What follows belongs to an exercise in optimizing a design on an open flow for small area; a production flow would make more cautious choices.
Only simulation tests tie the RTL to the original design; equivalence was not proved.
Power figures rest on the tool's default switching activity, not on a simulated workload.

job 6100:
==> flow/design.v (excerpt) <==
module tfds_core (
    input  wire        clk,
    input  wire        rst,
    input  wire        tick,
    input  wire        cmd_valid,
    input  wire [31:0] cmd,
    output wire        cmd_ready,
    output reg         rsp_valid,
    output reg         rsp_err,
    output reg  [31:0] rsp_data,
    input  wire        p_stop_motor,
    input  wire        p_scan_media,
    input  wire        p_write_en,
    input  wire        p_data_in,
    output wire        p_media_set,
    output wire        p_motor_on,
    output wire        p_ready,
    output wire        p_rw_media,
    output wire        p_data_out,
    output wire        p_clk_out
);
    localparam [1:0] DISARMED = 2'd0, GAP = 2'd1, XFER = 2'd2;
    localparam [1:0] NONE = 2'd0, BUF0 = 2'd1, BUF1 = 2'd2;
    localparam [7:0] OP_SETSIG   = 8'h10, OP_RDSIG   = 8'h11, OP_POLL   = 8'h12,
                     OP_RDSIGS   = 8'h13, OP_PUSH    = 8'h20, OP_PULL   = 8'h21,
                     OP_CONSUME  = 8'h22, OP_BUFWR   = 8'h23, OP_BUFRD  = 8'h24,
                     OP_CRCRST   = 8'h30, OP_CRCUPD  = 8'h31, OP_WRSEED = 8'h32,
                     OP_RDCRC    = 8'h33, OP_ARM     = 8'h40, OP_DISARM = 8'h41,
                     OP_WRCFG    = 8'h42, OP_WRGAP   = 8'h43, OP_WRSIDE = 8'h44,
                     OP_RDSTATUS = 8'h45, OP_RDPOS   = 8'h46, OP_RDBITS = 8'h47,
                     OP_RDGAP    = 8'h48, OP_RDCFG   = 8'h49, OP_CLRERR = 8'h4A,
                     OP_RDGAPLEN = 8'h4B;
    localparam [3:0] R_ZERO = 4'd0, R_TMP = 4'd1, R_SIGS = 4'd2, R_CRC = 4'd3,
                     R_STATUS = 4'd4, R_POS = 4'd5, R_BITS = 4'd6, R_GAP = 4'd7,
                     R_CFG = 4'd8, R_GAPLEN = 4'd9;
    function [15:0] crc_update;
        input [15:0] c_in;
        input [7:0]  byte_in;
        integer i;
        reg [15:0] c;
        reg        fb;
        begin
            c = c_in;
            for (i = 0; i < 8; i = i + 1) begin
                fb = c[0];
                c  = c >> 1;
                if (fb)
  ...
For scale: ~81 I/O pins.
export LEC_CHECK = 0
export ABC_AREA = 1
export CAP_MARGIN = 20
export CORE_MARGIN = 2
export CORE_UTILIZATION = 55
export PLACE_DENSITY = 0.65
export SLEW_MARGIN = 20
export SYNTH_MEMORY_MAX_BITS = 8192
create_clock -name core_clock -period 10.0 [get_ports {clk}]
standard.sh (not shown) runs the stock make flow with config.mk's settings and CLKGATE_MAP_FILE= SYNTH_SCRIPT=/design/flow/synth_recipe.tcl, a recipe that flattens the netlist after the stock synthesis.
==> flow/flow/run.sh <==
#!/bin/bash
# Own flow: the standard synthesis script, but with Yosys's default ABC
# mapping script in place of ORFS's abc_area.script (registers are mapped
# before ABC, so they keep the standard synthesis's names and cells); then
# the standard layout, with clock tree synthesis using large sink clusters
# and no dummy loads.
set -euo pipefail
W=$PWD
{
  head -1 synth_recipe.tcl
  echo 'proc abc {args} { set i [lsearch -exact $args -script]; if {$i >= 0} { set args [lreplace $args $i [expr {$i + 1}]] }; yosys abc {*}$args }'
  tail -n +2 synth_recipe.tcl
} > my_synth.tcl
sed -e "s#$W/synth_recipe.tcl#$W/my_synth.tcl#" -e 's#"\${@:-finish}"#synth#' standard.sh > synth_only.sh
grep -q my_synth.tcl synth_only.sh
bash synth_only.sh > synth_flow.log 2>&1
export CTS_ARGS="-sink_clustering_enable -repair_clock_nets -dont_use_dummy_load -sink_clustering_size 24 -sink_clustering_max_diameter 50 -buf_list {sky130_fd_sc_hd__clkbuf_8 sky130_fd_sc_hd__clkbuf_16}"
bash standard.sh > standard_flow.log 2>&1
For job 8170, these inputs were changed with respect to job 6100:
diff --git a/flow/flow/run.sh b/flow/flow/run.sh
--- a/flow/flow/run.sh
+++ b/flow/flow/run.sh
@@ -17 +17 @@
-export CTS_ARGS="-sink_clustering_enable -repair_clock_nets -dont_use_dummy_load -sink_clustering_size 24 -sink_clustering_max_diameter 50 -buf_list {sky130_fd_sc_hd__clkbuf_8 sky130_fd_sc_hd__clkbuf_16}"
+export CTS_ARGS="-sink_clustering_enable -repair_clock_nets -dont_use_dummy_load -sink_clustering_size 30 -sink_clustering_max_diameter 45 -buf_list {sky130_fd_sc_hd__clkbuf_8 sky130_fd_sc_hd__clkbuf_16}"
Notes after the runs:
- In summary, job 8170 completed successfully, with a layout that passed the timing, DRC and antenna checks.
- Side by side, total clock buffers created by CTS turned out higher in job 8170 than in job 6100.
- Delta (job 8170 minus job 6100): net total in the final layout rose by 61, data arrival time of the critical path stayed essentially flat.
- As far as total of hold buffers inserted after clock tree synthesis is concerned, job 6100 and job 8170 perform about the same.
- Per the comparison of job 8170 with job 6100, met1 track demand over resource level; routed wire length moved up.
> inputs changed (job 8170 -> job 4639)
- SLEW_MARGIN now 10, was 20
- CORE_UTILIZATION now 62, was 55
- CAP_MARGIN now 10, was 20
- PLACE_DENSITY now 0.72, was 0.65
### Flow results
Job 4639 completed; timing, DRC and antenna clean. As of job 4639, critical path depth had fallen by more than 10% compared to job 8170. Job 4639: clock network area share 0.76 points below job 8170. Delta (job 4639 minus job 8170): final period demand of the worst path up 0.047 ns, final design instance area without fill down 1.4%.

old:
tfds_core again, from the RTL that the note above started with.
## tfds_core
module tfds_core (
    input  wire        clk,
    input  wire        rst,
    input  wire        tick,
    input  wire        cmd_valid,
    input  wire [31:0] cmd,
    output wire        cmd_ready,
    output reg         rsp_valid,
    output reg         rsp_err,
    output reg  [31:0] rsp_data,
    input  wire        p_stop_motor,
    input  wire        p_scan_media,
    input  wire        p_write_en,
    input  wire        p_data_in,
    output wire        p_media_set,
    output wire        p_motor_on,
    output wire        p_ready,
    output wire        p_rw_media,
    output wire        p_data_out,
    output wire        p_clk_out
);
    localparam [1:0] DISARMED = 2'd0, GAP = 2'd1, XFER = 2'd2;
    localparam [1:0] NONE = 2'd0, BUF0 = 2'd1, BUF1 = 2'd2;
    localparam [7:0] OP_SETSIG   = 8'h10, OP_RDSIG   = 8'h11, OP_POLL   = 8'h12,
                     OP_RDSIGS   = 8'h13, OP_PUSH    = 8'h20, OP_PULL   = 8'h21,
                     OP_CONSUME  = 8'h22, OP_BUFWR   = 8'h23, OP_BUFRD  = 8'h24,
                     OP_CRCRST   = 8'h30, OP_CRCUPD  = 8'h31, OP_WRSEED = 8'h32,
                     OP_RDCRC    = 8'h33, OP_ARM     = 8'h40, OP_DISARM = 8'h41,
                     OP_WRCFG    = 8'h42, OP_WRGAP   = 8'h43, OP_WRSIDE = 8'h44,
                     OP_RDSTATUS = 8'h45, OP_RDPOS   = 8'h46, OP_RDBITS = 8'h47,
                     OP_RDGAP    = 8'h48, OP_RDCFG   = 8'h49, OP_CLRERR = 8'h4A,
                     OP_RDGAPLEN = 8'h4B;
    localparam [3:0] R_ZERO = 4'd0, R_TMP = 4'd1, R_SIGS = 4'd2, R_CRC = 4'd3,
                     R_STATUS = 4'd4, R_POS = 4'd5, R_BITS = 4'd6, R_GAP = 4'd7,
                     R_CFG = 4'd8, R_GAPLEN = 4'd9;
    function [15:0] crc_update;
        input [15:0] c_in;
        input [7:0]  byte_in;
        integer i;
        reg [15:0] c;
        reg        fb;
        begin
            c = c_in;
            for (i = 0; i < 8; i = i + 1) begin
                fb = c[0];
                c  = c >> 1;
                if (fb)
                    c = c ^ 16'h8408;
                if (byte_in[i])
                    c = c ^ 16'h8000;
            end
            crc_update = c;
        end
    endfunction
    reg [3:0]  sig_out;          
    reg [2:0]  sig_in;           
    reg        sel;
    reg [7:0]  cur;
    reg [1:0]  refill;
    reg [15:0] crc;
    reg [15:0] seed;
    reg [1:0]  fsm;
    reg        ph;
  ...
export LEC_CHECK = 0
export ABC_AREA = 1
export CAP_MARGIN = 10
export CORE_MARGIN = 2
export CORE_UTILIZATION = 62
export PLACE_DENSITY = 0.72
export SLEW_MARGIN = 10
export SYNTH_MEMORY_MAX_BITS = 8192
create_clock -name core_clock -period 10.0 [get_ports {clk}]
==> flow/flow/run.sh <==
#!/bin/bash
# Own flow: the standard synthesis script, but with Yosys's default ABC
# mapping script in place of ORFS's abc_area.script (registers are mapped
# before ABC, so they keep the standard synthesis's names and cells); then
# the standard layout, with clock tree synthesis using large sink clusters
# and no dummy loads.
set -euo pipefail
W=$PWD
{
  head -1 synth_recipe.tcl
  echo 'proc abc {args} { set i [lsearch -exact $args -script]; if {$i >= 0} { set args [lreplace $args $i [expr {$i + 1}]] }; yosys abc {*}$args }'
  tail -n +2 synth_recipe.tcl
} > my_synth.tcl
sed -e "s#$W/synth_recipe.tcl#$W/my_synth.tcl#" -e 's#"\${@:-finish}"#synth#' standard.sh > synth_only.sh
grep -q my_synth.tcl synth_only.sh
bash synth_only.sh > synth_flow.log 2>&1
export CTS_ARGS="-sink_clustering_enable -repair_clock_nets -dont_use_dummy_load -sink_clustering_size 34 -sink_clustering_max_diameter 52 -buf_list {sky130_fd_sc_hd__clkbuf_8 sky130_fd_sc_hd__clkbuf_16}"
bash standard.sh > standard_flow.log 2>&1
diff inputs: old => new
-- flow/flow/run.sh --
<<< old, line 15
grep -q my_synth.tcl synth_only.sh
bash synth_only.sh > synth_flow.log 2>&1
export CTS_ARGS="-sink_clustering_enable -repair_clock_nets -dont_use_dummy_load -sink_clustering_size 34 -sink_clustering_max_diameter 52 -buf_list {sky130_fd_sc_hd__clkbuf_8 sky130_fd_sc_hd__clkbuf_16}"
bash standard.sh > standard_flow.log 2>&1
>>> new, line 15
grep -q my_synth.tcl synth_only.sh
bash synth_only.sh > synth_flow.log 2>&1
export CTS_ARGS="-sink_clustering_enable -repair_clock_nets -dont_use_dummy_load -sink_clustering_size 36 -sink_clustering_max_diameter 55 -buf_list {sky130_fd_sc_hd__clkbuf_8 sky130_fd_sc_hd__clkbuf_16}"
bash standard.sh > standard_flow.log 2>&1
Status new: flow complete, layout not clean - antenna violations. Diff old -> new | power | decrease of 0.00023 W. Share of total power in the clock network, new and old, lower one = new. Global-route usage: new vs old — no meaningful difference.

## afterwards: timing with drivers on the ports
The flow's constraints put no driver on any port. The routed layouts listed below were extracted and timed again, unchanged, in two steps.
Step 1: set_driving_cell puts a clkbuf_16 on clk and a buf_2 on each other input, an assumption about the parent block.
Step 2 moves the port delays by t, midway between the first and last clock arrival at a register: inputs arrive t later, outputs are due t later. That takes back most of the time a late clock gives input paths.
Three values: ideal ports, drivers, drivers and shift; two values: the first two.
run	shift t [ns]	slack for setup (ns)	slew at the worst register clock pin (ns)
job 6100	0.991	1.010 / 1.069 / 0.077	0.09 / 0.09
job 8170	1.031	1.054 / 1.117 / 0.086	0.10 / 0.10
job 4639	0.998	1.007 / 1.064 / 0.066	0.11 / 0.11
old	0.925	0.924 / 0.981 / 0.056	0.12 / 0.12
new	0.922	0.919 / 0.972 / 0.050	0.12 / 0.12
For job 8170, which loses most, drivers alone change the setup slack by +0.063 ns; drivers and shift together by -0.968 ns.
